This design comes from an exercise in tuning for small area, a short achievable clock period and few clock cycles on the open sky130 flow, not from production work.
In this exercise RTL edits were held to simulation tests only and were not proved equivalent to the original.
Power is estimated from default activity; no workload was simulated.

==> design.v <==
module frame_codec (
    input  wire        clk,
    input  wire        rst,       
    input  wire        req,
    input  wire        we,
    input  wire [1:0]  size,
    input  wire [13:0] addr,
    input  wire [31:0] wdata,
    output wire        ready,
    output wire        err,
    output wire [31:0] rdata
);
    localparam MAX_PAYLOAD = 32;
    localparam MAX_FRAME   = MAX_PAYLOAD + 3;
    localparam R_OK            = 3'd1;
    localparam R_VALID         = 3'd2;
    localparam R_INVALID_SHORT = 3'd3;
    localparam R_INVALID_CRC   = 3'd4;
    localparam R_INVALID_LONG  = 3'd5;
    localparam R_ERR_OVERSIZE  = 3'd6;
    localparam R_ERR_CMD       = 3'd7;
    localparam C_OTHER = 2'd0;
    localparam C_ENC   = 2'd1;
    localparam C_DEC   = 2'd2;
    function [15:0] crc16_add;
        input [7:0]  b;
        input [15:0] acc;
        integer k;
        reg [15:0] a;
        begin
            a = acc ^ {8'h00, b};
            for (k = 0; k < 8; k = k + 1)
                a = a[0] ? ((a >> 1) ^ 16'h8408) : (a >> 1);
            crc16_add = a;
        end
    endfunction
    function [15:0] crc16_unshift16;
        input [15:0] r;
        integer k;
        reg [15:0] a;
        begin
            a = r;
            for (k = 0; k < 16; k = k + 1)
                a = a[15] ? (((a ^ 16'h8408) << 1) | 16'h0001) : (a << 1);
            crc16_unshift16 = a;
        end
    endfunction
    reg [15:0] crc;
    reg [2:0]  result;
    reg        rx_valid;
    reg        tx_valid;
    reg [7:0]  ifid;
    reg [15:0] plen;
    reg [15:0] flen;
    reg [5:0]  txlen;      
    reg [7:0]  rx_ifid;
    reg [5:0]  rx_plen;    
    reg [15:0] rx_crc;
    reg [7:0]  pbuf  [0:MAX_PAYLOAD-1];
    reg [7:0]  txbuf [0:MAX_FRAME-1];
    reg [7:0]  rxbuf [0:MAX_FRAME-1];
    reg [5:0]  pm;         
    reg [15:0] pcrc;
    reg [5:0]  rm;         
    reg [15:0] rcrc;
    reg [7:0]  rb0;        
    reg [7:0]  rb1;        
    reg        busy_enc;
    reg        busy_dec;
    reg [1:0]  lastcmd;
    reg [13:0] pa;
    reg        rv;
    reg [17:0] rq;         
    reg [5:0]  wp;         
    reg        wv;         
    wire       busy = busy_enc | busy_dec;
    wire        is_b   = (size == 2'd0);
    wire        is_w   = (size == 2'd2);
    wire        reg_ok = is_w && (addr[1:0] == 2'b00) && (addr <= 14'h02C);
    wire        pb_ok  = is_b && (addr[13:12] == 2'd1) && (addr[11:5] == 7'd0);
    wire        tx_ok  = is_b && (addr[13:12] == 2'd2) && (addr[11:6] == 6'd0) && (addr[5:0] < MAX_FRAME);
    wire        rx_ok  = is_b && (addr[13:12] == 2'd3) && (addr[11:6] == 6'd0) && (addr[5:0] < MAX_FRAME);
    wire        acc_ok = reg_ok | pb_ok | tx_ok | rx_ok;
    wire [3:0]  regno  = addr[5:2];
    wire        hit    = (addr == pa);
    assign ready = req && !busy && (we || (hit && rv));
    assign err   = !acc_ok;
    assign rdata = {14'h0, rq};
    wire        bus_wr = req && !busy && we && acc_ok;
    wire        bus_rd = req && !busy && !we;
    wire        cmd_wr = bus_wr && reg_ok && (regno == 4'd0);
    wire        cmd_clear  = (wdata == 32'h0000_0001);
    wire        cmd_byte   = (wdata[31:16] == 16'h0) && (wdata[7:0] == 8'h02);
    wire        cmd_encode = (wdata == 32'h0000_0003);
    wire        cmd_decode = (wdata == 32'h0000_0004);
    wire        pb_wr  = bus_wr && pb_ok;
    wire        rx_wr  = bus_wr && rx_ok;
    wire [5:0]  n         = plen[5:0];
    wire        enc_over  = (plen[15:6] != 10'd0) || (n > MAX_PAYLOAD);
    wire        enc_ready = (n == 6'd0) || (pm == n);
    wire        dec_short = (flen < 16'd3);
    wire        dec_long  = (flen > MAX_FRAME);
    wire [5:0]  L         = flen[5:0];
    wire        dec_ready = (rm == L);
    wire        enc_cmd   = cmd_wr && cmd_encode && !enc_over;
    wire        dec_cmd   = cmd_wr && cmd_decode && !dec_short && !dec_long;
    wire        fin_enc   = (enc_cmd || busy_enc) && enc_ready;
    wire        fin_dec   = (dec_cmd || busy_dec) && dec_ready;
    wire        go_busy   = (enc_cmd && !enc_ready) || (dec_cmd && !dec_ready);
    wire [15:0] enc_c     = (n == 6'd0) ? 16'h0 : pcrc;
    wire [15:0] rx_field  = {rb0, rb1};
    wire [15:0] dec_c     = crc16_unshift16(rcrc) ^ rx_field;
    wire        dec_match = (rcrc == 16'h0);
    wire [7:0]  tx_odd    = n[0] ? enc_c[15:8] : enc_c[7:0];
    wire [7:0]  tx_even   = n[0] ? enc_c[7:0]  : enc_c[15:8];
    reg  [2:0]  result_d;
    reg         rx_valid_d;
    reg         tx_valid_d;
    always @(*) begin
        result_d   = result;
        rx_valid_d = rx_valid;
        tx_valid_d = tx_valid;
        if (cmd_wr) begin
            if (cmd_clear || cmd_byte) begin
                result_d = R_OK;
            end else if (cmd_encode) begin
                if (enc_over) begin
                    tx_valid_d = 1'b0;
                    result_d   = R_ERR_OVERSIZE;
                end
            end else if (cmd_decode) begin
                if (dec_short || dec_long) begin
                    rx_valid_d = 1'b0;
                    result_d   = dec_short ? R_INVALID_SHORT : R_INVALID_LONG;
                end
            end else begin
                result_d = R_ERR_CMD;
            end
        end
        if (fin_enc) begin
            tx_valid_d = 1'b1;
            result_d   = R_OK;
        end
        if (fin_dec) begin
            rx_valid_d = dec_match;
            result_d   = dec_match ? R_VALID : R_INVALID_CRC;
        end
    end
    reg [13:0] pa_next;
    always @(*) begin
        pa_next = {pa[13:6], pa[5:0] + 6'd1};
        if (pa[13:12] == 2'd0) begin
            case (pa[5:2])
            4'd1: pa_next = (lastcmd == C_ENC) ? 14'h0018 :
                            (lastcmd == C_DEC) ? 14'h001C : 14'h0008;
            4'd2: pa_next = (lastcmd == C_ENC) ? 14'h2000 :
                            (lastcmd == C_DEC) ? 14'h3001 : 14'h0004;
            4'd6: pa_next = 14'h0008;
            4'd9: pa_next = 14'h0008;
            default: pa_next = {8'h0, pa[5:2] + 4'd1, 2'b00};
            endcase
        end
    end
    wire [13:0] cpa  = rv ? pa_next : pa;
    wire [1:0]  rwin = busy_enc ? 2'd1 : busy_dec ? 2'd3 : cpa[13:12];
    wire [5:0]  ridx = busy ? wp : cpa[5:0];
    wire [7:0]  rlo  = 8'h1 << ridx[2:0];
    wire [7:0]  rhi  = 8'h1 << ridx[5:3];
    reg  [7:0]  buf_rd;
    reg  [17:0] reg_rd;
    integer i;
    always @(*) begin
        buf_rd = 8'h0;
        for (i = 0; i < MAX_PAYLOAD; i = i + 1)
            buf_rd = buf_rd | ({8{rwin == 2'd1 && rhi[i/8] && rlo[i%8]}} & pbuf[i]);
        for (i = 0; i < MAX_FRAME; i = i + 1)
            buf_rd = buf_rd | ({8{rwin == 2'd2 && rhi[i/8] && rlo[i%8]}} & txbuf[i]);
        for (i = 0; i < MAX_FRAME; i = i + 1)
            buf_rd = buf_rd | ({8{rwin == 2'd3 && rhi[i/8] && rlo[i%8]}} & rxbuf[i]);
    end
    always @(*) begin
        case (cpa[5:2])
        4'd1:  reg_rd = {12'h0, tx_valid, rx_valid, 1'b0, result};
        4'd2:  reg_rd = {2'h0, crc};
        4'd3:  reg_rd = {10'h0, ifid};
        4'd4:  reg_rd = {2'h0, plen};
        4'd5:  reg_rd = {2'h0, flen};
        4'd6:  reg_rd = {12'h0, txlen};
        4'd7:  reg_rd = {10'h0, rx_ifid};
        4'd8:  reg_rd = {12'h0, rx_plen};
        4'd9:  reg_rd = {2'h0, rx_crc};
        4'd10: reg_rd = 18'h2_0000 | MAX_PAYLOAD;
        4'd11: reg_rd = 18'h0_1021;
        default: reg_rd = 18'h0;
        endcase
    end
    wire [17:0] rd_val = (rwin == 2'd0) ? reg_rd : {10'h0, buf_rd};
    wire [4:0]  pk      = busy_enc ? pm[4:0] : addr[4:0];
    wire [7:0]  pb_byte = busy_enc ? rq[7:0] : wdata[7:0];
    wire        p_ext   = busy_enc ? (wv && pm != n) : (pb_wr && ((pk == 5'd0) || ({1'b0, pk} == pm)));
    wire        p_clr   = busy_enc ? 1'b0 : (pb_wr && ({1'b0, pk} < pm)) || (enc_cmd && pm > n);
    wire [15:0] p_fold  = crc16_add(pb_byte, (pk == 5'd0) ? 16'h0 : pcrc);
    wire [5:0]  rk      = busy_dec ? rm      : addr[5:0];
    wire [7:0]  rx_byte = busy_dec ? rq[7:0] : wdata[7:0];
    wire        r_ext   = busy_dec ? (wv && rm != L) : (rx_wr && ((rk == 6'd1) || (rk == rm)));
    wire        r_clr   = busy_dec ? 1'b0 : (rx_wr && (rk > 6'd1) && (rk < rm)) || (dec_cmd && rm > L);
    wire [15:0] r_fold  = crc16_add(rx_byte, (rk == 6'd1) ? 16'h0 : rcrc);
    wire [7:0]  wd_b   = rst ? 8'h0 : wdata[7:0];
    wire [7:0]  tx_o   = rst ? 8'h0 : tx_odd;
    wire [7:0]  tx_e   = rst ? 8'h0 : tx_even;
    wire [7:0]  ifid_r = rst ? 8'h0 : ifid;
    genvar g;
    generate
        for (g = 0; g < MAX_PAYLOAD; g = g + 1) begin : g_pbuf
            always @(posedge clk)
                if (rst || (pb_wr && addr[4:0] == g))  pbuf[g] <= wd_b;
        end
        for (g = 0; g < MAX_FRAME; g = g + 1) begin : g_rxbuf
            always @(posedge clk)
                if (rst || (rx_wr && addr[5:0] == g))  rxbuf[g] <= wd_b;
        end
        always @(posedge clk)
            if (rst || fin_enc) txbuf[0] <= ifid_r;
        for (g = 1; g < MAX_FRAME; g = g + 1) begin : g_txbuf
            if (g <= MAX_PAYLOAD) begin : g_pay
                always @(posedge clk)
                    if (rst || (fin_enc && g <= n + 2))
                        txbuf[g] <= (!rst && g <= n) ? pbuf[g-1] : (g % 2) ? tx_o : tx_e;
            end else begin : g_tail
                always @(posedge clk)
                    if (rst || (fin_enc && g <= n + 2))
                        txbuf[g] <= (g % 2) ? tx_o : tx_e;
            end
        end
    endgenerate
    always @(posedge clk) begin
        if (rst) begin
            crc      <= 16'h0;
            result   <= 3'd0;
            rx_valid <= 1'b0;
            tx_valid <= 1'b0;
            ifid     <= 8'h0;
            plen     <= 16'h0;
            flen     <= 16'h0;
            txlen    <= 6'h0;
            rx_ifid  <= 8'h0;
            rx_plen  <= 6'h0;
            rx_crc   <= 16'h0;
            pm       <= 6'd0;
            pcrc     <= 16'h0;
            rm       <= 6'd1;
            rcrc     <= 16'h0;
            rb0      <= 8'h0;
            rb1      <= 8'h0;
            busy_enc <= 1'b0;
            busy_dec <= 1'b0;
            lastcmd  <= C_OTHER;
            pa       <= 14'h0;
            rv       <= 1'b0;
            rq       <= 18'h0;
            wp       <= 6'd0;
            wv       <= 1'b0;
        end else begin
            result   <= result_d;
            rx_valid <= rx_valid_d;
            tx_valid <= tx_valid_d;
            if (bus_rd && hit && rv) begin
                pa <= pa_next;
                rq <= rd_val;
            end else if (bus_rd && !hit) begin
                pa <= addr;
                rv <= 1'b0;
            end else if (cmd_wr || fin_enc || fin_dec) begin
                pa <= 14'h0004;
                rq <= {12'h0, tx_valid_d, rx_valid_d, 1'b0, result_d};
                rv <= !go_busy;
            end else if (bus_wr) begin
                rv <= 1'b0;
            end else if (busy) begin
                rq <= rd_val;
            end else if (!rv) begin
                rq <= rd_val;
                rv <= 1'b1;
            end
            if (busy) begin
                wp <= wp + 6'd1;
                wv <= 1'b1;
            end else begin
                wp <= enc_cmd ? ((pm > n) ? 6'd0 : pm) : ((rm > L) ? 6'd1 : rm);
                wv <= 1'b0;
            end
            if (p_ext) begin
                pcrc <= p_fold;
                pm   <= {1'b0, pk} + 6'd1;
            end else if (p_clr) begin
                pm   <= 6'd0;
            end
            if (r_ext) begin
                rcrc <= r_fold;
                rm   <= rk + 6'd1;
                rb0  <= rx_byte;
                rb1  <= rb0;
            end else if (r_clr) begin
                rm   <= 6'd1;
            end
            if (bus_wr && reg_ok) begin
                case (regno)
                4'd0: begin
                    lastcmd <= cmd_encode ? C_ENC : cmd_decode ? C_DEC : C_OTHER;
                    if (cmd_clear) begin
                        crc    <= 16'h0;
                    end else if (cmd_byte) begin
                        crc    <= crc16_add(wdata[15:8], crc);
                    end else if (cmd_encode) begin
                        if (enc_over)
                            txlen <= 6'h0;
                        else if (!enc_ready)
                            busy_enc <= 1'b1;
                    end else if (cmd_decode) begin
                        if (dec_short || dec_long) begin
                            rx_ifid  <= 8'h0;
                            rx_plen  <= 6'h0;
                        end else if (!dec_ready) begin
                            busy_dec <= 1'b1;
                        end
                    end
                end
                4'd3: ifid <= wdata[7:0];
                4'd4: plen <= wdata[15:0];
                4'd5: flen <= wdata[15:0];
                default: ;
                endcase
            end
            if (fin_enc) begin
                busy_enc <= 1'b0;
                txlen    <= n + 6'd3;
                crc      <= enc_c;
            end
            if (fin_dec) begin
                busy_dec <= 1'b0;
                crc      <= dec_c;
                rx_crc   <= rx_field;
                rx_ifid  <= dec_match ? rxbuf[0] : 8'h0;
                rx_plen  <= dec_match ? L - 6'd3 : 6'h0;
            end
        end
    end
endmodule
==> run.sh <==
#!/bin/bash
# synth_recipe.tcl (not shown) runs the flow's synth.tcl, then flattens the netlist and writes it again
# the make line also repeats each setting of config.mk as NAME=value (left out here)
make -C /OpenROAD-flow-scripts/flow DESIGN_CONFIG=/design/flow/config.mk WORK_HOME=/design/flow/orfs CLKGATE_MAP_FILE= SYNTH_SCRIPT=/design/flow/synth_recipe.tcl finish
==> config.mk <==
export PLATFORM = sky130hd
export DESIGN_NAME = frame_codec
export DESIGN_NICKNAME = frame_codec
export VERILOG_FILES = /design/flow/design.v
export SDC_FILE = /design/flow/constraint.sdc
export NUM_CORES = 4
export LEC_CHECK = 0
export CAP_MARGIN = 20
export CORE_MARGIN = 2
export CORE_UTILIZATION = 30
export CTS_BUF_LIST = sky130_fd_sc_hd__clkbuf_16
export CTS_CLUSTER_DIAMETER = 100
export CTS_CLUSTER_SIZE = 25
export SETUP_SLACK_MARGIN = 5.0
export SLEW_MARGIN = 20
==> constraint.sdc <==
create_clock -name core_clock -period 10.0 [get_ports {clk}]
set_input_delay 2.0000 -clock core_clock [delete_from_list [all_inputs] [get_ports {clk}]]
set_output_delay 2.0000 -clock core_clock [all_outputs]
set_load 0.01 [all_outputs]
==> results of run 1 <==
[synthesized netlist by cell type (all sizes together) (9+ instances only)]
cell type | instances | area (sq um)
mux2i | 76 | 764
o31ai | 15 | 118
a32oi | 46 | 410
xnor2 | 108 | 946
a311oi | 9 | 85.1
edfxtp | 816 | 24500
dfxtp | 200 | 4000
o21ai | 355 | 1780
a32o | 15 | 150
nor2b | 26 | 163
a211oi | 43 | 338
and3 | 39 | 244
a21o | 14 | 105
a21oi | 251 | 1260
inv | 76 | 285
nand2b | 17 | 106
nand4 | 57 | 357
mux2 | 35 | 394
o22ai | 41 | 257
buf | 94 | 498
xor2 | 52 | 455
a221oi | 12 | 111
clkbuf | 251 | 942
or3 | 15 | 93.8
or4 | 14 | 109
nand3 | 249 | 1250
a222oi | 54 | 541
a22oi | 160 | 1210
a31oi | 38 | 268
o211ai | 21 | 158
a22o | 40 | 350
nor3 | 83 | 425
nand2 | 741 | 2780
o32ai | 9 | 78.8
ha | 44 | 551
and2 | 10 | 65.1
o2111ai | 11 | 96.3
a2111oi | 28 | 259
nor4 | 53 | 347
nor2 | 263 | 990
and4 | 12 | 105
or2 | 13 | 81.3
[per-layer routing]
metal	vias up	wire length, microns
li1	17422	-
met1	22554	110000
met2	4232	118000
met3	961	44800
met4	24	24700
met5	-	218
[worst max-delay path, delay by kind of cell (launching register included)]
kind	cells	cell delay (ns)
AND/OR/NAND/NOR	6	2.30
AO/OA/AOI/OAI	4	1.92
buffers and inverters	1	0.25
flip-flops	1	0.55
[final cells by class]
| type | count | share of cell area, % |
|---|---|---|
| well taps | 2175 | 4.89 |
| diodes | 24 | 0.108 |
| multi-input cells | 3189 | 35.5 |
| repair buffers | 309 | 4.78 |
| clock inverters | 30 | 0.587 |
| clock buffers | 52 | 2.34 |
| inverters | 77 | 0.528 |
| flip-flops and latches | 1016 | 51.2 |
[repair_timing]
action,CTS,global route
pin swaps,22,20
setup buffers,11,8
gates resized for setup,181,53
endpoints found under the setup margin,397,156
gates cloned,0,0
[where the power goes]
group | switching [mW] | internal, mW
clock network | 1.60 | 1.04
logic | 0.755 | 0.220
registers | 0.193 | 4.80
total | 2.55 | 6.06
[flip-flops by register name, summed over array words and instances (netlist names), 2 cells and up]
register and count:
plen 16, wp 6, rcrc 16, rx_crc 16, rb1 8, crc 16
rb0 8, result 3, pbuf 256, txbuf 280, flen 16, rx_plen 6
pm 6, rx_ifid 8, pcrc 16, txlen 6, lastcmd 2, pa 14
rxbuf 280, ifid 8, rm 6, rq 17
[through the flow]
| stage | area [sq um] | hold WS, ns | power, mW | setup WS (ns) | utilization [%] |
|---|---|---|---|---|---|
| after floorplan | 49100 | 0.429 | 5.36 | 4.99 | - |
| after global placement | 53100 | 0.439 | 5.95 | 3.07 | 32.7 |
| after detailed placement | 53200 | 0.445 | 5.95 | 2.94 | 32.7 |
| after CTS | 55300 | 0.458 | 8.51 | 4.84 | 34.0 |
| after global routing | 55600 | 0.480 | 8.69 | 4.73 | 34.2 |
| final | 55700 | 0.461 | 8.61 | 4.67 | 34.3 |
[cell usage in the layout, fill, tap and decap left out, types with 68 or more instances in the layout]
| cell | instances |
|---|---|
| mux2i_1 | 75 |
| nor2_1 | 241 |
| nand3_1 | 247 |
| xnor2_1 | 98 |
| o21ai_0 | 337 |
| buf_4 | 216 |
| nor3_1 | 68 |
| dfxtp_1 | 193 |
| a22oi_1 | 156 |
| edfxtp_1 | 816 |
| a21oi_1 | 231 |
| inv_1 | 87 |
| nand2_1 | 724 |
[worst paths after layout]
check                            to              startpoint  depth (start not counted)  slack [ns]
max              rq[2]$_SDFFE_PP0P_     pa[13]$_SDFFE_PP0P_                         11        4.67
min          rx_crc[1]$_SDFFE_PP0P_  rx_crc[1]$_SDFFE_PP0P_                          2        0.46
max reg2reg      rq[2]$_SDFFE_PP0P_     pa[13]$_SDFFE_PP0P_                         11        4.67
min reg2reg  rx_crc[1]$_SDFFE_PP0P_  rx_crc[1]$_SDFFE_PP0P_                          2        0.46
[logic make-up (layout without fill, tap and decap cells)]
kind of cell	after synthesis	in the layout	share of synthesized area [%]
buffers and inverters	422	468	3.53
adders and majority gates	44	44	1.12
other	1	39	0.00766
xor gates and xnor gates	160	160	2.86
DFF	1016	1016	58.2
AOI/OAI and AO/OA	1241	1241	16.9
muxes	111	111	2.37
and+or+nand+nor	1618	1618	15.0
==> run summary, run 1 <==
IO Pins 86; worst vdd ir 0.000138 V; post-synthesis register bit count 1016; chip width 408 microns; die height 408 microns; slew of the pin with the lowest slew margin 1.24 ns; Worst setup EP type flop; global-route wire length before repair 387000 microns; number of buffers added on ports 70; total of max-cap violations 0; Worst Path Class, Setup reg2reg; Fin. Hold Viols 0; detailed router's first-iteration violation count 9593; All-Layer GR Usage 34.4%; root buf cell clkbuf_16; Avg Synthesized Cell Area 10.6 sq um; routed vias/inst 6.58; setup TNS 0 ns; FMAX 0.188 GHz; dpl hpwl 213000 microns; Worst EP arrival 5.92 ns; fraction of registers with async set/reset 0%; PwrDens 155 nW/um^2; # clock sinks 1016; grt ovf 0; Hold Path Class reg2reg; Placed Cells incl. Taps 6744; DR WL/cell 43.4 microns; met2 Usage GRT 47.5%; die area 167000 sq um; final setup vio count 0; gpl congestion 1.09; Largest stage delay, worst path 1.15 ns; status no timing/DRC/antenna violations; Tmin final 5.33 ns; Layout area overhead 13.7%; Final ANT Viol Nets 0; clk latency of the worst-skew pair 0.76 ns; met3 Usage GRT 13.9%; slowest library cell on the worst path a222oi_1; Slew headroom 17.6%; Yosys cell types 104; clk slew on worst S/H paths 0.11 ns; DRT Pass-1 Iters 11; critical path fanouts, max 34; clk_skew 0.0553 ns; Finished Layout Cells 6872; Initial Utilization 30.2%; share of cells above drive strength 1 12.3%; Final Max Slew Viols 0; # H-tree levels 2; EDFF count, synth 816; initial antenna violation count 45; RSZ-0062 raised after global routing true; WL final 298000 microns; Leak 18.1 nW; area of the multi-input gates 19800 sq um; Vias 45.2k; Post-synth top flop edfxtp_1; Cells after Synth 4613; cts bufs inserted 52; met1 GRT Util 44.1%; final net count 4741; row count 148; clock tree from TritonCTS yes; Tcrit/Tclk final 53.3%; Longest Clk Path Bufs 3; CP Launch Type flop; Post-Syn Area 49000 sq um; Yosys Warn Count 4; worst path cell trace or4_4 > or2_4 > a32o_2 > and2_4 > buf_8 > a222oi_1 > o22a_1 > nand4_1 > nor4_2 > and4_4 > o41ai_1; core area 162000 sq um; Seq/Total Area, Yosys 58.2%; drt drc 0; largest net degree at the start of global routing 116; most crowded layer after global routing met2; hold buffers post-CTS 0; final-layout fill cell count 16.3k; vias in the first global route 40.1k; Worst EP required 10.59 ns; register area 28500 sq um
Testbench counts, summed over its fixed seeds: cycles 29,440.
==> run 2: changes to the inputs <==
--- a/design.v
+++ b/design.v
@@ -70,3 +70,3 @@
     reg [1:0]  lastcmd;
-    reg [13:0] pa;
+    reg [7:0]  pa;         
     reg        rv;
@@ -84,4 +84,4 @@
     wire [3:0]  regno  = addr[5:2];
-    wire        hit    = (addr == pa);
-    assign ready = req && !busy && (we || (hit && rv));
+    wire        hit    = ({addr[13:12], addr[5:0]} == pa);
+    assign ready = req && ((we && !busy) || (hit && rv));    
     assign err   = !acc_ok;
@@ -148,14 +148,14 @@
     end
-    reg [13:0] pa_next;
+    reg [7:0]  pa_next;
     always @(*) begin
-        pa_next = {pa[13:6], pa[5:0] + 6'd1};
-        if (pa[13:12] == 2'd0) begin
+        pa_next = {pa[7:6], pa[5:0] + 6'd1};
+        if (pa[7:6] == 2'd0) begin
             case (pa[5:2])
-            4'd1: pa_next = (lastcmd == C_ENC) ? 14'h0018 :
-                            (lastcmd == C_DEC) ? 14'h001C : 14'h0008;
-            4'd2: pa_next = (lastcmd == C_ENC) ? 14'h2000 :
-                            (lastcmd == C_DEC) ? 14'h3001 : 14'h0004;
-            4'd6: pa_next = 14'h0008;
-            4'd9: pa_next = 14'h0008;
-            default: pa_next = {8'h0, pa[5:2] + 4'd1, 2'b00};
+            4'd1: pa_next = (lastcmd == C_ENC) ? 8'h18 :
+                            (lastcmd == C_DEC) ? 8'h1C : 8'h08;
+            4'd2: pa_next = (lastcmd == C_ENC) ? 8'h80 :
+                            (lastcmd == C_DEC) ? 8'hC1 : 8'h04;
+            4'd6: pa_next = 8'h08;
+            4'd9: pa_next = 8'h08;
+            default: pa_next = {2'b00, pa[5:2] + 4'd1, 2'b00};
             endcase
@@ -163,4 +163,4 @@
     end
-    wire [13:0] cpa  = rv ? pa_next : pa;
-    wire [1:0]  rwin = busy_enc ? 2'd1 : busy_dec ? 2'd3 : cpa[13:12];
+    wire [7:0]  cpa  = rv ? pa_next : pa;
+    wire [1:0]  rwin = busy_enc ? 2'd1 : busy_dec ? 2'd3 : cpa[7:6];
     wire [5:0]  ridx = busy ? wp : cpa[5:0];
@@ -198,6 +198,4 @@
     wire [4:0]  pk      = busy_enc ? pm[4:0] : addr[4:0];
-    wire [7:0]  pb_byte = busy_enc ? rq[7:0] : wdata[7:0];
     wire        p_ext   = busy_enc ? (wv && pm != n) : (pb_wr && ((pk == 5'd0) || ({1'b0, pk} == pm)));
     wire        p_clr   = busy_enc ? 1'b0 : (pb_wr && ({1'b0, pk} < pm)) || (enc_cmd && pm > n);
-    wire [15:0] p_fold  = crc16_add(pb_byte, (pk == 5'd0) ? 16'h0 : pcrc);
     wire [5:0]  rk      = busy_dec ? rm      : addr[5:0];
@@ -206,3 +204,6 @@
     wire        r_clr   = busy_dec ? 1'b0 : (rx_wr && (rk > 6'd1) && (rk < rm)) || (dec_cmd && rm > L);
-    wire [15:0] r_fold  = crc16_add(rx_byte, (rk == 6'd1) ? 16'h0 : rcrc);
+    wire        f_rx    = busy ? busy_dec : addr[13];
+    wire [15:0] f_acc   = f_rx ? ((rk == 6'd1) ? 16'h0 : rcrc)
+                               : ((pk == 5'd0) ? 16'h0 : pcrc);
+    wire [15:0] f_out   = crc16_add(busy ? rq[7:0] : wdata[7:0], f_acc);
     wire [7:0]  wd_b   = rst ? 8'h0 : wdata[7:0];
@@ -257,3 +258,3 @@
             lastcmd  <= C_OTHER;
-            pa       <= 14'h0;
+            pa       <= 8'h0;
             rv       <= 1'b0;
@@ -270,6 +271,6 @@
             end else if (bus_rd && !hit) begin
-                pa <= addr;
+                pa <= {addr[13:12], addr[5:0]};
                 rv <= 1'b0;
             end else if (cmd_wr || fin_enc || fin_dec) begin
-                pa <= 14'h0004;
+                pa <= 8'h04;
                 rq <= {12'h0, tx_valid_d, rx_valid_d, 1'b0, result_d};
@@ -292,3 +293,3 @@
             if (p_ext) begin
-                pcrc <= p_fold;
+                pcrc <= f_out;
                 pm   <= {1'b0, pk} + 6'd1;
@@ -298,3 +299,3 @@
             if (r_ext) begin
-                rcrc <= r_fold;
+                rcrc <= f_out;
                 rm   <= rk + 6'd1;
--- a/config.mk
+++ b/config.mk
@@ -9,3 +9,3 @@
 export CORE_MARGIN = 2
-export CORE_UTILIZATION = 30
+export CORE_UTILIZATION = 45
 export CTS_BUF_LIST = sky130_fd_sc_hd__clkbuf_16
==> run 2 against run 1 <==
Against the previous run:
- still clean
- count of clock-buffer cells in the layout unchanged
- routed wire length increased by 0.70%
- die area decreased by 34%
- sequential share of layout area increased by 1.2 points
- clock power decreased by 4%
- flip-flop and latch count decreased by 6
- cell count decreased by 14%
- critical endpoint is now rq[6]$_SDFFE_PP0P_
- largest power group unchanged
==> run summary, run 2 <==
Post-synth top flop edfxtp_1; critical path fanouts, max 26; beginning of the worst hold path rq[9]$_SDFFE_PP0P_; dpl hpwl 212000 microns; reg-to-reg endpoint rq[6]$_SDFFE_PP0P_; most common cell in the netlist edfxtp_1; slew of the pin with the lowest slew margin 1.45 ns; share of cells above drive strength 1 12.5%; # clock sinks 1010; clk latency of the worst-skew pair 0.76 ns; WL final 300000 microns; row count 120; Finished Layout Cells 5927; Cell Area, Placed 51600 sq um; R2R depth 15; EDFF count, synth 816; Worst Path Class, Setup reg2reg; Layout area overhead 12.3%; RSZ-0062 raised after global routing true; Avg Synthesized Cell Area 11.0 sq um; DRT met1 WL 100000 microns; global-route wire length before repair 385000 microns; Largest regs rxbuf: 280 flops, txbuf: 280 flops, pbuf: 256 flops; grt ovf 0; routed wl met2 121000 microns; Slew headroom 3.24%; chip width 332 microns; Post-synth top cells 816 x edfxtp_1, 603 x nand2_1, 358 x o21ai_0; # H-tree levels 2; IO Pins 86; Synth top area share 50.8%; FMAX 0.191 GHz; Setup WS pre-CTS 2.90 ns; top sig layer met5; DR WL/cell 50.7 microns; Cells after Synth 4400; Final ANT Viol Nets 0; Area contributors post-synth edfxtp_1 51%, dfxtp_1 8.0%, nand2_1 4.7%, o21ai_0 3.7%, nor2_1 2.2%; Worst Slack Setup Final 4.77 ns; Tcrit/Tclk final 52.3%; Yosys cell types 86; Vias 45.8k; setup TNS 0 ns; All-Layer GR Usage 52.9%; Worst EP required 10.64 ns; met3 WL post-DR 44500 microns; final net count 4541; gpl congestion 1.14; Synth area leader edfxtp_1; Post-Syn Area 48300 sq um; Worst setup EP type flop; Seq/Total Area, Yosys 58.8%; Leak 18.0 nW; hold depth 2; core area 107000 sq um; initial antenna violation count 38; drt drc 0; reg2reg start pa[1]$_SDFFE_PP0P_; DRT Pass-1 Iters 9; Placed Cells incl. Taps 5769; clk_skew 0.0452 ns; Hold Path Class reg2reg; hold endpoint rq[9]$_SDFFE_PP0P_; cts bufs inserted 51; fraction of registers with async set/reset 0%; Tmin final 5.23 ns; Initial Utilization 45.2%; Longest Clk Path Bufs 3; Worst EP arrival 5.87 ns; vias in the first global route 39.9k; PwrDens 156 nW/um^2; root buf cell clkbuf_16; worst vdd ir 0.000147 V; final-layout fill cell count 9569; die area 110000 sq um; clk slew on worst S/H paths 0.11 ns; Final Max Slew Viols 0; Yosys Warn Count 4; detailed router's first-iteration violation count 9427; CP Launch Type flop; total of max-cap violations 0; flop2flop setup slack 4.77 ns; clock tree from TritonCTS yes; Fin. Hold Viols 0; status no timing/DRC/antenna violations; hold buffers post-CTS 0; die height 332 microns; post-synthesis register bit count 1010; final setup vio count 0; largest net degree at the start of global routing 137; fin area 54200 sq um; number of buffers added on ports 70; most common cell after layout, fill and taps aside edfxtp_1; commonest non-fill, non-tap cells in the layout 816 x edfxtp_1, 586 x nand2_1, 343 x o21ai_0; routed vias/inst 7.72
-- run 2: changes by cell type in the layout (fill, tap and decap cells not counted), moves of 29 or more --
cell | before | now
a21oi_1 | 231 | 128
a22o_1 | 40 | 83
nand2_1 | 724 | 586
diode_2 | 24 | 53
nand3_1 | 247 | 190
a32oi_1 | 43 | 88
-- run 2: cells by family after synthesis --
group	Yosys count	share of synthesized area [%]
DFF	1010	58.8
other	1	0.00777
muxes	128	2.73
adders and majority gates	44	1.14
xor gates and xnor gates	128	2.32
and+or+nand+nor	1457	13.9
buffers and inverters	410	3.46
AOI/OAI and AO/OA	1222	17.6
-- run 2: layout make-up --
| type | instances | area, sq um | share of cell area, % |
|---|---|---|---|
| Sequential cell | 1010 | 28400 | 52.4 |
| Tap cell | 1403 | 1760 | 3.24 |
| Multi-Input combinational cell | 2995 | 19400 | 35.7 |
| Timing Repair Buffer | 318 | 2750 | 5.08 |
| Clock buffer | 52 | 1300 | 2.40 |
| Antenna cell | 53 | 133 | 0.245 |
| Inverter | 69 | 264 | 0.487 |
| Clock inverter | 27 | 230 | 0.425 |
-- run 2: metrics by stage --
stage	util, %	hold WS, ns	power [mW]
floorplan	-	0.432	5.29
global placement	48.3	0.439	5.86
detailed placement	48.4	0.445	5.86
CTS	50.2	0.459	8.27
global route	50.6	0.485	8.46
finish	50.8	0.458	8.43
-- run 2: worst max path at each step --
| stage | from | endpoint | slack (ns) | depth (start not counted) |
|---|---|---|---|---|
| floorplan | addr[1] | txbuf[18][0]$_DFFE_PP_ | 5.01 | 10 |
| detailed placement | addr[0] | txbuf[18][3]$_DFFE_PP_ | 2.90 | 12 |
| global route | pa[3]$_SDFFE_PP0P_ | rq[7]$_SDFFE_PP0P_ | 4.92 | 15 |
| CTS | pa[0]$_SDFFE_PP0P_ | rq[2]$_SDFFE_PP0P_ | 4.83 | 14 |
| global placement | addr[1] | txbuf[18][3]$_DFFE_PP_ | 3.02 | 12 |
| finish | pa[1]$_SDFFE_PP0P_ | rq[6]$_SDFFE_PP0P_ | 4.77 | 15 |
-- run 2: power breakdown --
part / internal (mW) / leakage [nW] / switching, mW
clock: 0.981 / 0.785 / 1.55
sequential: 4.78 / 9.61 / 0.195
combinational: 0.186 / 7.62 / 0.742
total: 5.94 / 18.0 / 2.49
-- run 2: critical path, cell delays in order (launching register included) --
cell	delay, ns
dfxtp_1	0.41
ha_1	0.36
o211ai_1	0.20
a31oi_4	0.24
buf_8	0.30
buf_12	0.29
a21oi_1	0.12
nand3_2	0.65
nor4_1	0.11
buf_4	0.24
a32oi_1	0.49
nand4_1	0.22
nor4_1	0.40
buf_4	0.24
nand4_1	0.45
a31o_1	0.39
-- run 2: per-layer routing --
metal | vias to the layer above | track usage [%]
met1 | 22511 | 62.2
met4 | 24 | 46.8
met5 | - | 0.738
met2 | 4871 | 73.9
met3 | 1376 | 22.0
li1 | 16976 | -
-- run 2: what timing repair did --
| item | in CTS | in global routing |
|---|---|---|
| gates cloned | 0 | 1 |
| pin swaps | 19 | 23 |
| hold endpoints to repair | 0 | 0 |
| endpoints found under the setup margin | 416 | 85 |
| setup buffers | 12 | 10 |
| gates resized for setup | 137 | 65 |
Testbench counts of run 2, summed over its fixed seeds: cycles 29,440.
==> run 3: changes to the inputs <==
--- a/design.v
+++ b/design.v
@@ -72,2 +72,3 @@
     reg        rv;
+    reg [7:0]  ci;         
     reg [17:0] rq;         
@@ -109,2 +110,4 @@
     wire        go_busy   = (enc_cmd && !enc_ready) || (dec_cmd && !dec_ready);
+    wire [5:0]  wp_start  = enc_cmd ? ((pm > n) ? 6'd0 : pm) : ((rm > L) ? 6'd1 : rm);
+    wire [1:0]  lastcmd_d = cmd_encode ? C_ENC : cmd_decode ? C_DEC : C_OTHER;
     wire [15:0] enc_c     = (n == 6'd0) ? 16'h0 : pcrc;
@@ -148,22 +151,55 @@
     end
-    reg [7:0]  pa_next;
+    function [7:0] pnext;
+        input [7:0] p;
+        input [1:0] lc;
+        begin
+            pnext = {p[7:6], p[5:0] + 6'd1};
+            if (p[7:6] == 2'd0) begin
+                case (p[5:2])
+                4'd1: pnext = (lc == C_ENC) ? 8'h18 :
+                              (lc == C_DEC) ? 8'h1C : 8'h08;
+                4'd2: pnext = (lc == C_ENC) ? 8'h80 :
+                              (lc == C_DEC) ? 8'hC1 : 8'h04;
+                4'd6: pnext = 8'h08;
+                4'd9: pnext = 8'h08;
+                default: pnext = {2'b00, p[5:2] + 4'd1, 2'b00};
+                endcase
+            end
+        end
+    endfunction
+    wire [7:0]  pa_next  = pnext(pa, lastcmd);
+    wire [7:0]  pa_next2 = pnext(pa_next, lastcmd);
+    reg  [7:0]  ci_n;
     always @(*) begin
-        pa_next = {pa[7:6], pa[5:0] + 6'd1};
-        if (pa[7:6] == 2'd0) begin
-            case (pa[5:2])
-            4'd1: pa_next = (lastcmd == C_ENC) ? 8'h18 :
-                            (lastcmd == C_DEC) ? 8'h1C : 8'h08;
-            4'd2: pa_next = (lastcmd == C_ENC) ? 8'h80 :
-                            (lastcmd == C_DEC) ? 8'hC1 : 8'h04;
-            4'd6: pa_next = 8'h08;
-            4'd9: pa_next = 8'h08;
-            default: pa_next = {2'b00, pa[5:2] + 4'd1, 2'b00};
-            endcase
+        ci_n = ci;
+        if (bus_rd && hit && rv)
+            ci_n = pa_next2;
+        else if (bus_rd && !hit)
+            ci_n = {addr[13:12], addr[5:0]};
+        else if (cmd_wr || fin_enc || fin_dec)
+            ci_n = go_busy ? {enc_cmd ? 2'd1 : 2'd3, wp_start}
+                           : pnext(8'h04, cmd_wr ? lastcmd_d : lastcmd);
+        else if (bus_wr)
+            ci_n = pa;
+        else if (busy)
+            ci_n = {ci[7:6], wp + 6'd1};
+        else if (!rv)
+            ci_n = pa_next;
+    end
+    wire [7:0]  hi_n = 8'h1 << ci_n[5:3];
+    wire [13:0] gs_n = {{5{ci_n[7:6] == 2'd3}} & hi_n[4:0],
+                        {5{ci_n[7:6] == 2'd2}} & hi_n[4:0],
+                        {4{ci_n[7:6] == 2'd1}} & hi_n[3:0]};
+    reg  [7:0]  rlo;
+    reg  [13:0] gs;
+    always @(posedge clk) begin
+        if (rst) begin
+            rlo <= 8'h01;
+            gs  <= 14'h0;
+        end else begin
+            rlo <= 8'h1 << ci_n[2:0];
+            gs  <= gs_n;
         end
     end
-    wire [7:0]  cpa  = rv ? pa_next : pa;
-    wire [1:0]  rwin = busy_enc ? 2'd1 : busy_dec ? 2'd3 : cpa[7:6];
-    wire [5:0]  ridx = busy ? wp : cpa[5:0];
-    wire [7:0]  rlo  = 8'h1 << ridx[2:0];
-    wire [7:0]  rhi  = 8'h1 << ridx[5:3];
+    wire [1:0]  rwin = ci[7:6];
     reg  [7:0]  buf_rd;
@@ -174,10 +210,10 @@
         for (i = 0; i < MAX_PAYLOAD; i = i + 1)
-            buf_rd = buf_rd | ({8{rwin == 2'd1 && rhi[i/8] && rlo[i%8]}} & pbuf[i]);
+            buf_rd = buf_rd | ({8{gs[i/8] && rlo[i%8]}} & pbuf[i]);
         for (i = 0; i < MAX_FRAME; i = i + 1)
-            buf_rd = buf_rd | ({8{rwin == 2'd2 && rhi[i/8] && rlo[i%8]}} & txbuf[i]);
+            buf_rd = buf_rd | ({8{gs[4 + i/8] && rlo[i%8]}} & txbuf[i]);
         for (i = 0; i < MAX_FRAME; i = i + 1)
-            buf_rd = buf_rd | ({8{rwin == 2'd3 && rhi[i/8] && rlo[i%8]}} & rxbuf[i]);
+            buf_rd = buf_rd | ({8{gs[9 + i/8] && rlo[i%8]}} & rxbuf[i]);
     end
     always @(*) begin
-        case (cpa[5:2])
+        case (ci[5:2])
         4'd1:  reg_rd = {12'h0, tx_valid, rx_valid, 1'b0, result};
@@ -263,2 +299,3 @@
             wv       <= 1'b0;
+            ci       <= 8'h0;
         end else begin
@@ -267,2 +304,3 @@
             tx_valid <= tx_valid_d;
+            ci <= ci_n;
             if (bus_rd && hit && rv) begin
@@ -289,3 +327,3 @@
             end else begin
-                wp <= enc_cmd ? ((pm > n) ? 6'd0 : pm) : ((rm > L) ? 6'd1 : rm);
+                wp <= wp_start;
                 wv <= 1'b0;
@@ -309,3 +347,3 @@
                 4'd0: begin
-                    lastcmd <= cmd_encode ? C_ENC : cmd_decode ? C_DEC : C_OTHER;
+                    lastcmd <= lastcmd_d;
                     if (cmd_clear) begin
--- a/config.mk
+++ b/config.mk
@@ -11,3 +11,3 @@
 export CTS_BUF_LIST = sky130_fd_sc_hd__clkbuf_16
-export CTS_CLUSTER_DIAMETER = 100
+export CTS_CLUSTER_DIAMETER = 70
 export CTS_CLUSTER_SIZE = 25
==> run 3 against run 2 <==
Against the previous run:
- count of clock-buffer cells in the layout up 22
- clock power up 36%
- setup slack better by 0.23 ns
- non-clock buffer count down 25
- total power up 10%
- clock skew up 0.0074 ns
- sequential power up 2%
- area after synthesis up 0.45%
- sequential share of layout area up 0.83 points
- register-to-register slack better by 0.58 ns
- cell area up 0.56%
==> run summary, run 3 <==
clk latency of the worst-skew pair 0.74 ns; Worst Path Class, Setup in2out; cts bufs inserted 73; initial antenna violation count 29; clk_skew 0.0526 ns; Final Max Slew Viols 0; Cells after Synth 4397; die height 332 microns; CP Launch Type primary input; DR WL/cell 44.0 microns; Vias 42.4k; Tcrit/Tclk final 50.0%; routed vias/inst 7.21; commonest non-fill, non-tap cells in the layout 816 x edfxtp_1, 489 x nand2_1, 373 x o21ai_0; root buf cell clkbuf_16; Finished Layout Cells 5888; post-synthesis register bit count 1040; Yosys Warn Count 4; Slew headroom 10.8%; drt drc 0; Worst EP arrival 3.00 ns; RSZ-0062 raised after global routing true; reg2reg start gs[11]$_SDFF_PP0_; hold depth 2; Synth top area share 50.5%; R2R depth 10; # H-tree levels 3; clock tree from TritonCTS yes; FMAX 0.200 GHz; hold endpoint rx_crc[6]$_SDFFE_PP0P_; Longest Clk Path Bufs 3; Hold Path Class reg2reg; clk slew on worst S/H paths 0.08 ns; share of cells above drive strength 1 12.4%; Post-synth top flop edfxtp_1; IO Pins 86; row count 120; global-route wire length before repair 344000 microns; reg-to-reg endpoint rq[1]$_SDFFE_PP0P_; number of buffers added on ports 70; dpl hpwl 178000 microns; Area contributors post-synth edfxtp_1 51%, dfxtp_1 9.2%, o21ai_0 4.2%, nand2_1 3.8%, a22oi_1 3.3%; Avg Synthesized Cell Area 11.0 sq um; Util after Layout 51.0%; grt ovf 0; Post-Syn Area 48500 sq um; largest net degree at the start of global routing 92; Worst EP required 8.00 ns; detailed router's first-iteration violation count 8366; vias in the first global route 38.5k; Final ANT Viol Nets 0; hold slack 0.465 ns; Tmin final 5.00 ns; status no timing/DRC/antenna violations; WL final 259000 microns; EDFF count, synth 816; total power 9.29 mW; fraction of registers with async set/reset 0%; Placed Cells incl. Taps 5694; beginning of the worst hold path rx_crc[6]$_SDFFE_PP0P_; PwrDens 170 nW/um^2; Layout area overhead 12.4%; Largest regs rxbuf: 280 flops, txbuf: 280 flops, pbuf: 256 flops; Fin. Hold Viols 0; Synth area leader edfxtp_1; # clock sinks 1040; Leak 18.1 nW; flop2flop setup slack 5.35 ns; Initial Utilization 45.4%; die area 110000 sq um; Seq/Total Area, Yosys 59.8%; setup TNS 0 ns; total of max-cap violations 0; worst vdd ir 0.000144 V; Worst setup EP type output pin; slew of the pin with the lowest slew margin 1.34 ns; Yosys cell types 104; gpl congestion 1.12; Post-synth top cells 816 x edfxtp_1, 494 x nand2_1, 404 x o21ai_0; most common cell in the netlist edfxtp_1; chip width 332 microns; core area 107000 sq um; DRT Pass-1 Iters 9; final net count 4516; final setup vio count 0; All-Layer GR Usage 45.9%; critical path fanouts, max 4; most common cell after layout, fill and taps aside edfxtp_1
[run 3: cell count changes after synthesis, sizes merged, moves of 30 or more]
cell	previous run	this run
nor2	286	211
o21ai	368	410
a21oi	138	186
dfxtp	194	224
nand3	196	305
a22o	83	41
mux2i	98	45
nor4	74	37
a22oi	138	218
a32oi	94	44
nand2	603	494
[run 3: report_power, final]
part / switching (mW) / internal [mW] / leakage (nW)
Sequential: 0.189 / 4.90 / 9.85
Combinational: 0.554 / 0.188 / 6.95
Clock: 1.91 / 1.55 / 1.29
Total: 2.65 / 6.64 / 18.1
[run 3: through the flow]
| stage | area, sq um | setup slack [ns] |
|---|---|---|
| detailed placement | 51000 | 3.12 |
| global placement | 51000 | 3.29 |
| floorplan | 48600 | 5.02 |
| finish | 54500 | 5.00 |
| global route | 54500 | 4.94 |
| CTS | 54000 | 4.84 |
[run 3: final cells by class]
cell class	instances	area [sq um]
Tap cell	1403	1760
Timing Repair Buffer	293	2470
Clock inverter	59	782
Antenna cell	12	30.0
Sequential cell	1040	29000
Fill cell	9707	52400
Clock buffer	74	1850
Multi-Input combinational cell	2923	18300
Inverter	84	320
[run 3: timing repair]
action / in CTS / in global routing
gates resized for setup: 90 / 59
cloned: 1 / 2
setup buffers: 31 / 14
endpoints found under the setup margin: 523 / 159
hold buffers: 0 / 0
pin swaps: 5 / 14
[run 3: critical path, stage by stage]
cell	delay, ns
buf_16	0.11
nor3_4	0.22
a31oi_4	0.12
o211ai_1	0.27
nand3_1	0.11
buf_2	0.16
[run 3: worst max-delay path by stage]
stage,from,to,depth (start not counted)
floorplan,addr[2],ready,5
global placement,addr[1],txbuf[18][4]$_DFFE_PP_,9
detailed placement,addr[1],txbuf[18][7]$_DFFE_PP_,9
CTS,size[1],err,6
global route,wdata[15],txbuf[25][5]$_DFFE_PP_,8
finish,addr[3],err,6
[run 3: per-layer routing]
layer,track usage [%],vias to the layer above,share of wire [%]
li1,-,16809,-
met1,55.9,20793,34
met2,66.2,3888,42
met5,0,-,0.054
met3,16.3,939,14
met4,35.8,18,10
[run 3: logic make-up after synthesis]
group | count (synthesis) | share of synthesized area (%)
xor gates and xnor gates | 126 | 2.38
DFF | 1040 | 59.8
and+or+nand+nor | 1379 | 13.7
adders and majority gates | 49 | 1.26
buffers and inverters | 451 | 3.76
muxes | 71 | 1.54
other | 1 | 0.00773
AOI/OAI and AO/OA | 1280 | 17.5
Testbench counts of run 3, summed over its fixed seeds: cycles 29,440.
==> run 4: changes to the inputs <==
--- a/config.mk
+++ b/config.mk
@@ -7,5 +7,5 @@
 export LEC_CHECK = 0
-export CAP_MARGIN = 20
+export CAP_MARGIN = 35
 export CORE_MARGIN = 2
-export CORE_UTILIZATION = 45
+export CORE_UTILIZATION = 50
 export CTS_BUF_LIST = sky130_fd_sc_hd__clkbuf_16
@@ -14,2 +14,2 @@
 export SETUP_SLACK_MARGIN = 5.0
-export SLEW_MARGIN = 20
+export SLEW_MARGIN = 35
==> run 4 against run 3 <==
Against the previous run:
- largest cell class unchanged
- count of clock-buffer cells in the layout unchanged
- largest power group unchanged
- still clean
- total power down 2.2%
- utilization up 5.1 points
- combinational power down 3.8%
- area after synthesis unchanged
- critical endpoint unchanged
==> run summary, run 4 <==
worst vdd ir 0.000153 V; # H-tree levels 3; Worst Path Class, Setup in2out; Worst EP arrival 3.00 ns; most common cell after layout, fill and taps aside edfxtp_1; status no timing/DRC/antenna violations; beginning of the worst hold path rx_crc[11]$_SDFFE_PP0P_; setup TNS 0 ns; All-Layer GR Usage 49.9%; gpl congestion 1.10; Largest regs rxbuf: 280 flops, txbuf: 280 flops, pbuf: 256 flops; core area 96400 sq um; Fin. Hold Viols 0; Seq/Total Area, Yosys 59.8%; # clock sinks 1040; Post-Synth Simple-Gate Area 13.7%; Worst EP required 8.00 ns; initial antenna violation count 24; Area contributors post-synth edfxtp_1 51%, dfxtp_1 9.2%, o21ai_0 4.2%, nand2_1 3.8%, a22oi_1 3.3%; commonest non-fill, non-tap cells in the layout 816 x edfxtp_1, 483 x nand2_1, 375 x o21ai_0; final net count 4513; die area 99500 sq um; reg-to-reg endpoint gs[4]$_SDFF_PP0_; Placed Cells incl. Taps 5576; EDFF count, synth 816; number of buffers added on ports 70; Worst Slack Setup Final 5.00 ns; chip width 315 microns; FMAX 0.200 GHz; post-synthesis register bit count 1040; Finished Layout Cells 5768; clk latency of the worst-skew pair 0.70 ns; IO Pins 86; Post-Syn Area 48500 sq um; R2R depth 9; Yosys cell types 104; DRT Pass-1 Iters 11; die height 315 microns; slew of the pin with the lowest slew margin 1.14 ns; critical path fanouts, max 6; clk_skew 0.0445 ns; flop2flop setup slack 5.35 ns; grt ovf 0; Synth top area share 50.5%; Post-synth top flop edfxtp_1; root buf cell clkbuf_16; vias in the first global route 38.0k; RSZ-0062 raised after global routing true; dpl hpwl 177000 microns; Final ANT Viol Nets 0; largest net degree at the start of global routing 114; global-route wire length before repair 335000 microns; Final Max Slew Viols 0; Setup WS pre-CTS 3.60 ns; Initial Utilization 50.3%; most common cell in the netlist edfxtp_1; Tcrit/Tclk final 50.0%; fraction of registers with async set/reset 0%; Vias 43.4k; Worst setup EP type output pin; share of cells above drive strength 1 12.2%; WL final 253000 microns; drt drc 0; total power 9.09 mW; Hold Path Class reg2reg; detailed router's first-iteration violation count 9728; DR WL/cell 43.9 microns; CP Launch Type primary input; Leak 18.0 nW; clk slew on worst S/H paths 0.08 ns; routed vias/inst 7.53; Longest Clk Path Bufs 3; Util after Layout 56.1%; Cells after Synth 4397; PwrDens 168 nW/um^2; post-synthesis mux area share 1.54%; Compound-Gate Fraction of Synth Area 17.5%; hold depth 2; post-synthesis adder-cell area fraction 1.26%; row count 114; largest family of logic cells by synthesized area compound AO/OA/AOI/OAI gates; final setup vio count 0; Slew headroom 24.1%; hold endpoint rx_crc[11]$_SDFFE_PP0P_; crit path launch addr[4]; Tmin final 5.00 ns; Avg Synthesized Cell Area 11.0 sq um; Yosys Warn Count 4; cts bufs inserted 69; post-synthesis xor/xnor area fraction 2.38%; total of max-cap violations 0; Synth area leader edfxtp_1; Post-synth top cells 816 x edfxtp_1, 494 x nand2_1, 404 x o21ai_0; Layout area overhead 11.5%; clock tree from TritonCTS yes; reg2reg start plen[1]$_SDFFE_PP0P_
[run 4: worst max-delay path by stage]
| stage | endpoint | slack (ns) | cells past startpoint |
|---|---|---|---|
| global route | err | 4.98 | 4 |
| floorplan | ready | 5.02 | 5 |
| CTS | ready | 4.79 | 4 |
| global placement | txbuf[18][4]$_DFFE_PP_ | 3.44 | 9 |
| finish | err | 5.00 | 6 |
| detailed placement | txbuf[18][4]$_DFFE_PP_ | 3.60 | 9 |
[run 4: per-layer routing]
layer | wire, microns | track usage, %
met3 | 44800 | 23.3
met2 | 98600 | 66.0
met4 | 18000 | 28.5
met5 | 212 | 1.14
met1 | 91700 | 66.6
[run 4: critical path: stages]
cell,delay (ns)
buf_16,0.12
nor3_4,0.23
a31oi_4,0.11
o211ai_1,0.26
nand3_1,0.12
buf_2,0.16
[run 4: power by group]
group	internal (mW)	switching [mW]	leakage, nW
clock network	1.50	1.77	1.21
logic	0.178	0.536	6.94
registers	4.90	0.210	9.85
total	6.58	2.51	18.0
[run 4: cells by family after synthesis]
logic type      after synthesis
other cells                   1
fa+ha+maj                    49
mux                          71
compound gates             1280
xor+xnor                    126
flops                      1040
buf+inv                     451
simple gates               1379
[run 4: metrics by stage]
step / cell area (sq um) / hold slack (ns)
after floorplan: 48600 / 0.433
after global placement: 50900 / 0.444
after detailed placement: 51000 / 0.445
after CTS: 53700 / 0.458
after global routing: 54000 / 0.482
final: 54100 / 0.462
[run 4: area by class of cell]
type | instances | area [sq um]
Fill cell | 8338 | 42300
Sequential cell | 1040 | 29000
Multi-Input combinational cell | 2921 | 18200
Timing Repair Buffer | 296 | 2430
Clock buffer | 74 | 1850
Tap cell | 1276 | 1600
Clock inverter | 47 | 588
Inverter | 84 | 324
Antenna cell | 30 | 75.1
[run 4: repair_timing]
action,4_1_cts,5_1_grt
setup buffers,25,12
setup endpoints to repair,312,169
hold buffers,0,0
pin swaps,11,12
gates resized for setup,78,38
cloned,0,1
==> run 5: changes to the inputs <==
--- a/design.v
+++ b/design.v
@@ -36,13 +36,2 @@
     endfunction
-    function [15:0] crc16_unshift16;
-        input [15:0] r;
-        integer k;
-        reg [15:0] a;
-        begin
-            a = r;
-            for (k = 0; k < 16; k = k + 1)
-                a = a[15] ? (((a ^ 16'h8408) << 1) | 16'h0001) : (a << 1);
-            crc16_unshift16 = a;
-        end
-    endfunction
     reg [15:0] crc;
@@ -64,3 +53,3 @@
     reg [5:0]  rm;         
-    reg [15:0] rcrc;
+    reg [15:0] rcrc;       
     reg [7:0]  rb0;        
@@ -114,4 +103,4 @@
     wire [15:0] rx_field  = {rb0, rb1};
-    wire [15:0] dec_c     = crc16_unshift16(rcrc) ^ rx_field;
-    wire        dec_match = (rcrc == 16'h0);
+    wire [15:0] dec_c     = rcrc;
+    wire        dec_match = (rcrc == rx_field);
     wire [7:0]  tx_odd    = n[0] ? enc_c[15:8] : enc_c[7:0];
@@ -241,5 +230,5 @@
     wire        f_rx    = busy ? busy_dec : addr[13];
-    wire [15:0] f_acc   = f_rx ? ((rk == 6'd1) ? 16'h0 : rcrc)
-                               : ((pk == 5'd0) ? 16'h0 : pcrc);
-    wire [15:0] f_out   = crc16_add(busy ? rq[7:0] : wdata[7:0], f_acc);
+    wire [15:0] f_acc   = f_rx ? rcrc : ((pk == 5'd0) ? 16'h0 : pcrc);
+    wire [7:0]  f_byte  = f_rx ? rb1 : busy ? rq[7:0] : wdata[7:0];
+    wire [15:0] f_out   = crc16_add(f_byte, f_acc);
     wire [7:0]  wd_b   = rst ? 8'h0 : wdata[7:0];
@@ -337,3 +326,3 @@
             if (r_ext) begin
-                rcrc <= f_out;
+                rcrc <= (rk <= 6'd2) ? 16'h0 : f_out;
                 rm   <= rk + 6'd1;
--- a/config.mk
+++ b/config.mk
@@ -7,5 +7,5 @@
 export LEC_CHECK = 0
-export CAP_MARGIN = 35
+export CAP_MARGIN = 20
 export CORE_MARGIN = 2
-export CORE_UTILIZATION = 50
+export CORE_UTILIZATION = 45
 export CTS_BUF_LIST = sky130_fd_sc_hd__clkbuf_16
@@ -14,2 +14,2 @@
 export SETUP_SLACK_MARGIN = 5.0
-export SLEW_MARGIN = 35
+export SLEW_MARGIN = 20
==> run 5 against run 4 <==
Against the previous run:
- clock skew rose by 0.013 ns
- still clean
- largest cell class unchanged
- first-iteration DRC count fell by 6.0%
- critical path type unchanged
- critical endpoint unchanged
- cell area fell by 0.19%
- via count fell by 2.4%
==> run summary, run 5 <==
critical path fanouts, max 14; Post-Synth Simple-Gate Area 15.1%; chip width 332 microns; Compound-Gate Fraction of Synth Area 16.3%; reg2reg start gs[1]$_SDFF_PP0_; Yosys cell types 103; # H-tree levels 3; IO Pins 86; drt drc 0; All-Layer GR Usage 42.7%; Layout area overhead 11.3%; total of max-cap violations 0; final net count 4545; vias in the first global route 38.6k; grt ovf 0; Longest Clk Path Bufs 3; worst path cell trace buf_6 > a2111o_1 > or4_4 > o2111ai_4 > nand3_2 > buf_6; core area 107000 sq um; setup TNS 0 ns; EDFF count, synth 816; most common cell after layout, fill and taps aside edfxtp_1; Worst Path Class, Setup in2out; Cell Area, Placed 50900 sq um; hold endpoint rq[15]$_SDFFE_PP0P_; Seq/Total Area, Yosys 59.8%; detailed router's first-iteration violation count 9145; Initial Utilization 45.3%; Finished Layout Cells 5914; Avg Synthesized Cell Area 10.8 sq um; Hold Path Class reg2reg; fin area 54000 sq um; row count 120; largest family of logic cells by synthesized area compound AO/OA/AOI/OAI gates; delay-heaviest family, CP simple AND/OR/NAND/NOR gates; commonest non-fill, non-tap cells in the layout 816 x edfxtp_1, 603 x nand2_1, 330 x o21ai_0; WL final 242000 microns; Crit. path cell count 6; largest net degree at the start of global routing 150; worst vdd ir 0.000142 V; Placed Cells incl. Taps 5750; die area 110000 sq um; Synth area leader edfxtp_1; die height 332 microns; most common cell in the netlist edfxtp_1; RSZ-0062 raised after global routing true; Vias 42.4k; root buf cell clkbuf_16; reg-to-reg endpoint rq[7]$_SDFFE_PP0P_; Fin. Hold Viols 0; # clock sinks 1040; clk latency of the worst-skew pair 0.73 ns; slew of the pin with the lowest slew margin 1.39 ns; clk_skew 0.0577 ns; hold slack 0.461 ns; clock tree from TritonCTS yes; post-synthesis xor/xnor area fraction 1.61%; R2R depth 8; number of buffers added on ports 70; Tmin final 5.35 ns; Post-synth top flop edfxtp_1; Post-Syn Area 48500 sq um; final-layout fill cell count 9745; beginning of the worst hold path rq[15]$_SDFFE_PP0P_; post-synthesis adder-cell area fraction 1.29%; global-route wire length before repair 325000 microns; FMAX 0.187 GHz; Final Max Slew Viols 0; hold depth 2; hold buffers post-CTS 0; Final ANT Viol Nets 0; post-synthesis mux area share 2.10%; clk slew on worst S/H paths 0.08 ns; status no timing/DRC/antenna violations; Leak 18.2 nW; Worst Slack Setup Final 4.65 ns; slowest library cell on the worst path or4_4; Largest regs rxbuf: 280 flops, txbuf: 280 flops, pbuf: 256 flops; Post-synth top cells 816 x edfxtp_1, 609 x nand2_1, 340 x o21ai_0; DR WL/cell 41.0 microns; Slew headroom 6.38%; dpl hpwl 167000 microns; most frequent CP cell buf_6; DRT Pass-1 Iters 10; PwrDens 169 nW/um^2; Cells after Synth 4479; WP buf/inv 2; final setup vio count 0; Setup WS pre-CTS 3.19 ns; Worst setup EP type output pin; flop2flop setup slack 5.04 ns; Yosys Warn Count 4; CP Launch Type primary input; routed vias/inst 7.17; initial antenna violation count 22; fraction of registers with async set/reset 0%; Area contributors post-synth edfxtp_1 51%, dfxtp_1 9.2%, nand2_1 4.7%, o21ai_0 3.5%, a22oi_1 3.5%; cts bufs inserted 72; Tcrit/Tclk final 53.5%; post-synthesis register bit count 1040; share of cells above drive strength 1 10.2%; gpl congestion 1.14; Largest stage delay, worst path 0.45 ns; crit path launch addr[4]; Synth top area share 50.5%; Worst EP arrival 3.35 ns; Worst EP required 8.00 ns
[run 5: cell count changes after synthesis, sizes merged, moves of 33 or more]
cell / change
a211oi: -46
o21ai: -66
mux2i: +36
nor2: +57
nand2: +116
xnor2: -33
[run 5: worst min-delay path: stages, from the launching register on]
cell and delay [ns]:
dfxtp_1 0.32, nand2_1 0.05, a21oi_1 0.05
[run 5: logic make-up after synthesis]
group | count (synthesis)
xor+xnor | 89
simple gates | 1553
fa+ha+maj | 50
flops | 1040
mux | 98
buf+inv | 458
compound gates | 1190
other cells | 1
[run 5: cell type report]
| cell class | count | area [sq um] | share of cell area (%) |
|---|---|---|---|
| Antenna cell | 13 | 32.5 | 0.0603 |
| Clock inverter | 57 | 752 | 1.39 |
| Sequential cell | 1040 | 29000 | 53.7 |
| Tap cell | 1403 | 1760 | 3.25 |
| Inverter | 97 | 372 | 0.688 |
| Timing Repair Buffer | 237 | 2110 | 3.91 |
| Clock buffer | 72 | 1800 | 3.34 |
| Multi-Input combinational cell | 2995 | 18100 | 33.6 |
[run 5: power by group]
group          internal, mW  leakage [nW]  switching [mW]
clock network          1.50          1.24            1.87
registers              4.90          9.84           0.170
logic                 0.164          7.08           0.540
[run 5: timing repair]
| item | in CTS | in global routing |
|---|---|---|
| buffers inserted | 9 | 9 |
| endpoints found under the setup margin | 250 | 172 |
| pin swaps | 8 | 8 |
| cloned | 0 | 0 |
| gates resized for setup | 97 | 25 |
[run 5: stage by stage]
| stage | utilization (%) | total power [mW] |
|---|---|---|
| finish | 50.4 | 9.14 |
| detailed placement | 47.5 | 5.80 |
| global route | 50.4 | 9.26 |
| global placement | 47.5 | 5.79 |
| floorplan | - | 5.39 |
| CTS | 50.1 | 9.04 |
[run 5: worst max-delay path by stage]
| stage | slack, ns | endpoint |
|---|---|---|
| 2_1_floorplan | 4.91 | err |
| 3_3_place_gp | 3.21 | txbuf[24][6]$_DFFE_PP_ |
| 3_5_place_dp | 3.19 | txbuf[27][0]$_DFFE_PP_ |
| 4_1_cts | 4.62 | err |
| 5_1_grt | 4.61 | txbuf[2][3]$_DFFE_PP_ |
| 6_report | 4.65 | err |
[run 5: layer usage]
layer	part of all wire, %	vias to the layer above	routed length (microns)	track usage, %
li1	-	16838	-	-
met1	35	20664	84600	54.0
met2	40	3941	97700	59.9
met3	16	928	38200	16.0
met4	9.0	18	21700	30.7
met5	0.064	-	156	0.608
Testbench counts of run 5, summed over its fixed seeds: cycles 29,440.

separate check: timing with driven ports:
The flow's constraints put no driver on any port. The routed layouts listed below were extracted and timed again, unchanged, in two steps. Step 1 (the two cells are an assumption about what drives the block):
set clk [get_ports {clk}]
set_driving_cell -lib_cell sky130_fd_sc_hd__clkbuf_16 $clk
set_driving_cell -lib_cell sky130_fd_sc_hd__buf_2 [delete_from_list [all_inputs] $clk]
Step 2 adds t to the input delays and takes it off the output delays; t is the mean of the earliest and latest rising clock arrival at the registers after step 1. Input paths then give back, and output paths get back, about the clock's delay inside the block. Three values: ideal ports, drivers, drivers and shift; two values: the first two.
run | t, ns | slack for setup (ns) | latest minus earliest clock arrival (ns)
run 1 | 0.806 | 4.672 / 4.672 / 4.265 | 0.068 / 0.068
run 2 | 0.813 | 4.768 / 4.768 / 4.257 | 0.051 / 0.050
run 3 | 0.791 | 5.000 / 4.940 / 4.252 | 0.057 / 0.056
run 4 | 0.744 | 5.001 / 4.941 / 4.435 | 0.049 / 0.049
run 5 | 0.777 | 4.648 / 4.601 / 3.960 | 0.064 / 0.064
After both steps setup and hold are still met in every run listed. The setup slack of run 3, which loses most, moves by -0.060 ns with the drivers and by -0.748 ns with both steps.
